Context: an optimization exercise on an open-source flow, tuned for a short achievable clock period and few clock cycles. The choices shown serve that exercise and are no tape-out recipe.
At most, simulation tests tie the RTL to the original design; equivalence was not proved.
No activity file was given, so power comes from the tool's default toggle rates.

==> inputs of run K <==
==> flow/design.v (excerpt) <==
module plio_dec (
    input  wire        clk,
    input  wire        rst,
    input  wire        go,
    input  wire        strict,
    input  wire [15:0] win_start,
    input  wire [15:0] win_count,
    input  wire [15:0] src_len,
    input  wire [15:0] dst_len,
    output reg         lm_re,
    output reg  [15:0] lm_addr,
    input  wire [15:0] lm_rdata,
    output reg         pm_we,
    output reg  [15:0] pm_addr,
    output reg  [31:0] pm_wdata,
    output reg         busy,
    output reg         done,
    output reg  [15:0] result,
    output reg  [3:0]  fcode,
    output reg  [31:0] finfo
);
    localparam [3:0] F_NONE       = 4'd0;
    localparam [3:0] F_SRC_BOUNDS = 4'd2;
    localparam [3:0] F_DST_BOUNDS = 4'd3;
    localparam [3:0] F_BAD_HEADER = 4'd7;
    localparam [3:0] F_BAD_OPCODE = 4'd8;
    localparam [3:0] F_TRUNCATED  = 4'd9;
    localparam [1:0] M_ZERO = 2'd0;    
    localparam [1:0] M_HIGH = 2'd1;    
    localparam [1:0] M_PNL  = 2'd2;    
    localparam QD = 16;                
    localparam QT = 5'd10;             
    reg        c_strict;
    reg [15:0] c_start;
    reg [15:0] c_count;
    reg [15:0] c_slen;
    reg [15:0] c_dlen;
    reg [15:0] c_cm1;       
    reg [7:1]  seq;
    reg [15:0] h_ver;
    reg [15:0] h_len;
    reg [15:0] h_lo;
    reg        legacy;
    reg [16:0] L_hi;        
    reg        h_hi_neg;
    reg signed [19:0] Ls;   
    reg        strm;        
    reg        sre;         
    reg signed [17:0] fa;   
    reg signed [17:0] fa1;  
    reg        v1;          
    reg signed [17:0] nxt;   
    reg signed [17:0] nxt1;
    reg        fstop;
    reg signed [17:0] ip1;
    reg signed [17:0] ip1p;
    reg        vB;
    reg [15:0] wB;
    reg signed [17:0] ipB;
    reg signed [17:0] ipB1;
    reg        active;
    reg        sh_pend;
    reg [11:0] sh_d;
    reg signed [17:0] A;
    reg signed [17:0] B;
    reg signed [31:0] high;
    localparam [2:0] K_NONE = 3'd0, K_RUN = 3'd1, K_ONE = 3'd2, K_END = 3'd3, K_FLT = 3'd4;
    reg [2:0]  dk;
  ...
Settings: LEC_CHECK=0, CAP_MARGIN=20, CORE_MARGIN=2, CORE_UTILIZATION=40, SLEW_MARGIN=20; clock period 12.0 ns.
run.sh (not shown) runs the stock make flow with config.mk's settings and CLKGATE_MAP_FILE= SYNTH_SCRIPT=/design/flow/synth_recipe.tcl, a recipe that flattens the netlist after the stock synthesis.
==> run A: changes against run K <==
--- a/flow/design.v
+++ b/flow/design.v
@@ -24,16 +24,16 @@
     localparam [3:0] F_DST_BOUNDS = 4'd3;
     localparam [3:0] F_BAD_HEADER = 4'd7;
     localparam [3:0] F_BAD_OPCODE = 4'd8;
     localparam [3:0] F_TRUNCATED  = 4'd9;
     localparam [1:0] M_ZERO = 2'd0;    
     localparam [1:0] M_HIGH = 2'd1;    
     localparam [1:0] M_PNL  = 2'd2;    
-    localparam QD = 16;                
-    localparam QT = 5'd10;             
+    localparam QD = 8;                 
+    localparam QW = 3;                 
     reg        c_strict;
     reg [15:0] c_start;
     reg [15:0] c_count;
     reg [15:0] c_slen;
     reg [15:0] c_dlen;
     reg [15:0] c_cm1;       
     reg [7:1]  seq;
@@ -85,17 +85,17 @@
     reg [31:0] t_fi;
     reg        q_pix  [0:QD-1];
     reg        q_term [0:QD-1];
     reg [15:0] q_st   [0:QD-1];
     reg [15:0] q_ls   [0:QD-1];
     reg [1:0]  q_md   [0:QD-1];
     reg [31:0] q_val  [0:QD-1];
-    reg [3:0]  q_wp;
-    reg [3:0]  q_rp;
-    reg [4:0]  q_cnt;
+    reg [QW-1:0] q_wp;
+    reg [QW-1:0] q_rp;
+    reg [QW:0]   q_cnt;
     reg        w_valid;
     reg        w_pix;
     reg        w_term;
     reg [15:0] w_cur;
     reg [15:0] w_last;
     reg [1:0]  w_md;
     reg [31:0] w_val;
@@ -200,17 +200,20 @@
             end
             default: ;
             endcase
         end
     end
     wire w_is_last = (w_cur == w_last);
     wire w_free    = !w_valid || (w_pix && w_is_last && !w_term);
-    wire q_empty   = (q_cnt == 5'd0);
+    wire q_empty   = (q_cnt == 0);
     wire q_pop     = busy && w_free && !q_empty;
-    wire fetch_ok = !fstop && !dead && !(hv_chk && hv_bad) && (q_cnt < QT);
+    wire byp       = busy && w_free && q_empty && e_push;
+    wire q_push    = e_push && !byp;
+    wire [QW+1:0] occ = {1'b0, q_cnt} + sre + v1 + vB + (dk != K_NONE);
+    wire fetch_ok = !fstop && !dead && !(hv_chk && hv_bad) && (occ < QD);
     wire fin_now  = fin_pend || (busy && w_valid && !w_pix);
     always @(posedge clk) begin
         if (rst) begin
             busy     <= 1'b0;
             done     <= 1'b0;
             result   <= 16'd0;
             fcode    <= F_NONE;
@@ -222,17 +225,17 @@
             sre      <= 1'b0;
             v1       <= 1'b0;
             vB       <= 1'b0;
             active   <= 1'b0;
             dk       <= K_NONE;
             dead     <= 1'b0;
             hv_chk   <= 1'b0;
-            q_wp     <= 4'd0;
-            q_rp     <= 4'd0;
-            q_cnt    <= 5'd0;
+            q_wp     <= 0;
+            q_rp     <= 0;
+            q_cnt    <= 0;
             w_valid  <= 1'b0;
             fin_pend <= 1'b0;
         end else begin
             done  <= 1'b0;
             pm_we <= 1'b0;
             seq   <= {seq[6:1], 1'b0};
             lm_re <= 1'b0;
@@ -255,17 +258,17 @@
                     lm_addr <= 16'd2;
                 end
                 strm    <= 1'b0;
                 fstop   <= 1'b0;
                 active  <= 1'b0;
                 dead    <= 1'b0;
                 hv_chk  <= 1'b0;
-                q_wp    <= 4'd0;
-                q_rp    <= 4'd0;
-                q_cnt   <= 5'd0;
+                q_wp    <= 0;
+                q_rp    <= 0;
+                q_cnt   <= 0;
                 w_valid <= 1'b0;
                 fin_pend <= 1'b0;
             end
             if (seq[1]) begin
                 lm_re   <= 1'b1;
                 lm_addr <= 16'd1;
                 c_cm1   <= c_count - 16'd1;
@@ -416,26 +419,26 @@
                 t_fi  <= 32'd0;
             end else if (!dead && dk == K_FLT) begin
                 dead  <= 1'b1;
                 t_res <= 16'd0;
                 t_fc  <= dfc;
                 t_fi  <= dfi;
             end
-            if (e_push) begin
+            if (q_push) begin
                 q_pix[q_wp]  <= e_pix;
                 q_term[q_wp] <= e_term;
                 q_st[q_wp]   <= e_st;
                 q_ls[q_wp]   <= e_ls;
                 q_md[q_wp]   <= e_md;
                 q_val[q_wp]  <= e_val;
-                q_wp         <= q_wp + 4'd1;
+                q_wp         <= q_wp + 1'b1;
             end
             if (q_pop)
-                q_rp <= q_rp + 4'd1;
-            q_cnt <= q_cnt + {4'd0, e_push} - {4'd0, q_pop};
+                q_rp <= q_rp + 1'b1;
+            q_cnt <= q_cnt + q_push - q_pop;
             if (busy && w_valid && w_pix) begin
                 pm_we    <= 1'b1;
                 pm_addr  <= w_cur;
                 pm_wdata <= (w_md == M_HIGH || (w_md == M_PNL && w_is_last)) ? w_val : 32'd0;
                 w_cur    <= w_cur + 16'd1;
                 if (w_is_last && w_term)
                     fin_pend <= 1'b1;
@@ -444,14 +447,22 @@
                 w_valid <= 1'b1;
                 w_pix   <= q_pix[q_rp];
                 w_term  <= q_term[q_rp];
                 w_cur   <= q_st[q_rp];
                 w_last  <= q_ls[q_rp];
                 w_md    <= q_md[q_rp];
                 w_val   <= q_val[q_rp];
+            end else if (byp) begin
+                w_valid <= 1'b1;
+                w_pix   <= e_pix;
+                w_term  <= e_term;
+                w_cur   <= e_st;
+                w_last  <= e_ls;
+                w_md    <= e_md;
+                w_val   <= e_val;
             end else if (busy && w_valid && (!w_pix || w_is_last))
                 w_valid <= 1'b0;
             if (fin_now) begin
                 fin_pend <= 1'b0;
                 done     <= 1'b1;
                 busy     <= 1'b0;
                 result   <= t_res;
ABC_CLOCK_PERIOD_IN_PS = 2500   (was default)
==> comparison table <==
Fin nets: run A 4787; run K 5408
Synth cell types: run A 91; run K 84
Hold path start: run A ip1[15]$_DFFE_PN_; run K ip1[13]$_DFFE_PN_
GP Congestion: run A 0.900; run K 0.888
Simple-gate share of the synthesized area: run A 9.11%; run K 6.46%
Outcome: run A timing/DRC/antenna clean; run K timing/DRC/antenna clean
Detailed-routing iteration count for the pre-antenna-repair pass: run A 7; run K 5
Die Width: run A 389 um; run K 448 um
Final-layout clock buffer total: run A 175; run K 231
Detailed-placement wirelength estimate: run A 102000 um; run K 128000 um
Total of flip-flops plus latches after synthesis: run A 1292; run K 1840
Sequential cell area: run A 0.0381 mm^2; run K 0.0545 mm^2
Syn Nets: run A 4567; run K 5137
Internal Power: run A 7.94 mW; run K 11.2 mW
Ratio of total power to cell area: run A 154 mW/mm^2; run K 161 mW/mm^2
Height of the chip: run A 389 um; run K 448 um
Met3 wire length: run A 8480 um; run K 10700 um
Endpoint of the worst hold path: run A ipB[15]$_DFFE_PN_; run K ipB[13]$_DFFE_PN_
Initial Utilization: run A 40.2%; run K 40.1%
FFs & Latches: run A 1292; run K 1840
Area of the core region: run A 0.147 mm^2; run K 0.197 mm^2
Testbench counts of run K, summed over its fixed seeds: cycles 307,714.
Only the layout flow was run in run A; the RTL was not checked for function there.

==> harbor <==
Another version of the RTL of plio_dec (not shown whole).
==> flow/config.mk <==
export PLATFORM = sky130hd
export DESIGN_NAME = plio_dec
export DESIGN_NICKNAME = plio_dec
export VERILOG_FILES = /design/flow/design.v
export SDC_FILE = /design/flow/constraint.sdc
export NUM_CORES = 4
export LEC_CHECK = 0
export ABC_CLOCK_PERIOD_IN_PS = 2500
export CAP_MARGIN = 20
export CORE_MARGIN = 2
export CORE_UTILIZATION = 65
export PLACE_DENSITY = 0.75
export SLEW_MARGIN = 20
==> flow/constraint.sdc <==
create_clock -name core_clock -period 12.0 [get_ports {clk}]
set_input_delay 2.4000 -clock core_clock [delete_from_list [all_inputs] [get_ports {clk}]]
set_output_delay 2.4000 -clock core_clock [all_outputs]
set_load 0.01 [all_outputs]
standard.sh (not shown) runs the stock make flow with config.mk's settings and CLKGATE_MAP_FILE= SYNTH_SCRIPT=/design/flow/synth_recipe.tcl, a recipe that flattens the netlist after the stock synthesis.
==> flow/flow/run.sh <==
#!/bin/bash
# The standard ORFS layout (the standard.sh) with three changes:
#  - ports are buffered with buf_2 rather than the smallest buffer (a delay
#    cell), so the port buffers do not add delay to the I/O paths;
#  - the resizer may change a cell's footprint (MATCH_CELL_FOOTPRINT 0);
#  - timing repair (after floorplan, CTS and global routing) aims for 9 ns
#    of setup slack, so that the design runs faster than the 12 ns clock.
# The SDC, clock period and I/O constraints are the design's, unchanged.
# The make output goes to standard.log; ORFS keeps each step's log in orfs/logs.
set -euo pipefail
export BUFFER_PORTS_ARGS="-buffer_cell sky130_fd_sc_hd__buf_2"
bash standard.sh SETUP_SLACK_MARGIN=9.0 MATCH_CELL_FOOTPRINT=0 finish > standard.log 2>&1
==> inputs of willow, as changes to harbor <==
--- a/flow/design.v
+++ b/flow/design.v
@@ -73,27 +73,27 @@
     reg        p_sh;        
     reg        p_hn;        
     reg        p_pn;        
     reg        p_dnz;       
     reg [11:0] p_dm;        
     reg [11:0] p_in;        
-    reg signed [17:0] ipB;   
-    reg signed [17:0] ipB1;  
+    reg signed [31:0] ipB;   
+    reg signed [31:0] ipB1;  
     reg signed [19:0] R;     
     reg signed [19:0] R1;    
     reg signed [17:0] S;     
     reg signed [17:0] S1;    
     reg        active;
     reg        sh_pend;
     reg [11:0] sh_d;
     reg signed [17:0] A;
     reg signed [17:0] B;
     reg signed [31:0] high;
     reg        t_ok;        
     reg [3:0]  t_fc;
-    reg [17:0] t_fi;
+    reg [31:0] t_fi;
     reg        q_pix  [0:QD-1];
     reg        q_term [0:QD-1];
     reg [15:0] q_ls   [0:QD-1];
     reg [1:0]  q_md   [0:QD-1];
     reg [31:0] q_val  [0:QD-1];
     reg [QW-1:0] q_wp;
@@ -113,13 +113,13 @@
     wire [3:0]  opc  = wB[15:12];
     wire [11:0] dd   = wB[11:0];
     wire [3:0]  r_opc = lm_rdata[15:12];
     wire [11:0] r_d   = lm_rdata[11:0];
     wire        r_run = (r_opc == 4'd0) || (r_opc == 4'd4) || (r_opc == 4'd5);
     wire c_end  = R[19] || !B[17];        
-    wire c_oob  = ipB[17] || S[17];       
+    wire c_oob  = ipB[31] || S[17];       
     wire c_f9   = c_strict && R1[19];     
     wire c_f2   = S1[17];                 
     wire c_go   = vB && active;
     wire c_inst = c_go && !sh_pend;
     wire c_run  = p_run;
     wire c_hch  = p_hch;
@@ -151,13 +151,13 @@
     wire B2n = B2[17];
     reg        e_push;
     reg        e_pix;
     reg        e_term;
     reg        e_ok;
     reg [3:0]  e_fc;
-    reg [17:0] e_fi;
+    reg [31:0] e_fi;
     reg [15:0] e_ls;
     reg [1:0]  e_md;
     always @(*) begin
         e_push = 1'b0;
         e_pix  = 1'b0;
         e_term = 1'b0;
@@ -173,13 +173,13 @@
         if (c_inst) begin
             if (c_end) begin
                 e_push = 1'b1;
                 e_pix  = Bn;
                 e_term = 1'b1;
                 e_ok   = 1'b1;
-                e_fi   = 18'd0;
+                e_fi   = 32'd0;
                 e_ls   = c_cm1;
                 e_md   = M_ZERO;
             end else if (c_oob) begin
                 e_push = 1'b1;
                 e_term = 1'b1;
                 e_fc   = F_SRC_BOUNDS;
@@ -204,13 +204,13 @@
                 e_push = 1'b1;
                 e_term = 1'b1;
                 e_fc   = F_BAD_OPCODE;
             end
         end
     end
-    wire signed [17:0] ds_w = legacy ? 18'sd3 : {{2{wB[15]}}, wB};
+    wire signed [31:0] ds_w = legacy ? 32'sd3 : {{16{wB[15]}}, wB};
     wire hi_neg  = wB[15];
     wire hi_zero = (wB == 16'd0);
     wire hi_one  = (wB == 16'd1);
     wire hi_ge2  = !wB[15] && (wB[14:1] != 14'd0);
     wire L_le0   = !legacy && (hi_neg || (hi_zero && h_lo_neg) ||
                                (((hi_zero && !h_lo_neg) || (hi_one && h_lo_neg)) && h_lo_z15));
@@ -338,16 +338,16 @@
             h_lo     <= wB;
             h_lo_neg <= wB[15];
             h_lo_z15 <= (wB[14:0] == 15'd0);
             f_cmp0   <= (wB > c_slen);
             f_cmp1   <= ({1'b1, wB[14:0]} > c_slen);
             f_lo_le6 <= (wB <= 16'd6);
-            P0   <= $signed({{2{wB[15]}}, wB}) - ipB1;
+            P0   <= $signed({{2{wB[15]}}, wB}) - ipB1[17:0];
             P1   <= $signed({{2{wB[15]}}, wB}) - dsp2;
-            S    <= slm1 - ipB;
-            S1   <= slm2 - ipB;
+            S    <= slm1 - ipB[17:0];
+            S1   <= slm2 - ipB[17:0];
         end
         if (seq[5]) begin
             hv_bad <= hv_bad_c;
             hv_fc  <= hv_fc_c;
             hv_fi  <= hv_fi_c;
             if (legacy) begin
@@ -376,17 +376,17 @@
         p_pn  <= (r_opc == 4'd5);
         p_dnz <= (r_d != 12'd0);
         p_dm  <= (r_run && r_d != 12'd0) ? r_d - 12'd1 : 12'd0;
         p_in  <= r_run ? r_d : 12'd1;
         if (seq[3]) begin
             ipB  <= ds_w;
-            ipB1 <= ds_w + 18'sd1;
-            dsp2 <= ds_w + 18'sd2;
+            ipB1 <= ds_w + 32'sd1;
+            dsp2 <= ds_w[17:0] + 18'sd2;
         end else if (vB) begin
             ipB  <= ipB1;
-            ipB1 <= ipB1 + 18'sd1;
+            ipB1 <= ipB1 + 32'sd1;
         end
         if (vB) begin
             R  <= R1;
             R1 <= R1 - 20'sd1;
             S  <= S1;
             S1 <= S1 - 18'sd1;
@@ -469,13 +469,13 @@
                 result <= 16'd0;
                 fcode  <= hv_kill ? hv_fc : F_NONE;
                 finfo  <= hv_kill ? {{14{hv_fi[17]}}, hv_fi} : 32'd0;
             end else begin
                 result <= t_ok ? c_count : 16'd0;
                 fcode  <= t_fc;
-                finfo  <= {{14{t_fi[17]}}, t_fi};
+                finfo  <= t_fi;
             end
             strm    <= 1'b0;
             fstop   <= 1'b1;
             active  <= 1'b0;
             w_valid <= 1'b0;
             lm_re   <= 1'b1;
==> flow/flow/run.sh (replaced) <==
#!/bin/bash
# The standard ORFS layout (the standard.sh) with three changes:
#  - ports are buffered with buf_4 rather than the smallest buffer (a delay
#    cell), so the port buffers do not add delay to the I/O paths;
#  - the resizer may change a cell's footprint (MATCH_CELL_FOOTPRINT 0);
#  - timing repair (after floorplan, CTS and global routing) aims for 9 ns
#    of setup slack, so that the design runs faster than the 12 ns clock.
# The SDC, clock period and I/O constraints are the design's, unchanged.
# The make output goes to standard.log; ORFS keeps each step's log in orfs/logs.
set -euo pipefail
export BUFFER_PORTS_ARGS="-buffer_cell sky130_fd_sc_hd__buf_4"
bash standard.sh SETUP_SLACK_MARGIN=9.0 MATCH_CELL_FOOTPRINT=0 finish > standard.log 2>&1
==> qor summary <==
| quantity | willow | harbor |
|---|---|---|
| Worst setup slack after layout | 8.412 ns | 8.359 ns |
| Result of the run | timing/DRC/antenna clean | timing/DRC/antenna clean |
| Estimated wirelength of the detail-placed design | 88,640 um | 81,890 um |
| Clock insertion delay at the later pin of the skew report | 0.70 ns | 0.69 ns |
| Least-Margin Pin Slew | 1.069 ns | 1.007 ns |
| Starting utilization of the core area | 65.32% | 65.91% |
| Instance count after placement with tap cells included | 5,252 | 5,031 |
| Number of cells produced by synthesis | 4,095 | 3,904 |
| Count of inverters not on the clock network in the layout | 205 | 196 |
| Area occupied by multi-input gates | 21,450 sq um | 20,270 sq um |
| Core utilization of the finished layout | 79.40% | 78.02% |
| Final WL | 143,900 um | 134,500 um |
| Pre-CTS setup slack | 8.085 ns | 7.645 ns |
| Clock network fraction of design power | 40.8% | 39.9% |
| Std cell rows | 104 | 101 |
Testbench counts of harbor, summed over its fixed seeds: cycles 301,470.
Testbench counts of willow, summed over its fixed seeds: cycles 301,470.

[port drivers added, routing unchanged]
Ports are ideal in the flow. The routed layouts listed here were re-timed in OpenROAD.
Step 1 assumes that a clkbuf_16 drives the clock port and a buf_2 every other input.
Step 2, shift: input delay + t, output delay - t, t = (earliest + latest rising clock arrival at the registers) / 2. This alone moves slack from input paths to output paths.
a / b / c = no drivers / after step 1 / after step 2; a / b = the first two.
| run | shift t [ns] | slack for setup (ns) | worst setup path at the end | latest minus earliest clock arrival (ns) | worst data-port slew with drivers (ns) |
|---|---|---|---|---|---|
| run K | 0.917 | 6.136 / 6.136 / 6.136 | register to register | 0.045 / 0.046 | 0.22 |
| run A | 0.859 | 6.426 / 6.426 / 6.426 | register to register | 0.046 / 0.046 | 0.07 |
| harbor | 0.745 | 8.359 / 8.287 / 7.717 | input to register | 0.044 / 0.044 | 0.06 |
| willow | 0.744 | 8.412 / 8.342 / 8.234 | input to register | 0.054 / 0.054 | 0.14 |
After both steps setup and hold are still met in every run listed. The setup slack of harbor, which loses most, moves by -0.072 ns with the drivers and by -0.642 ns with both steps.
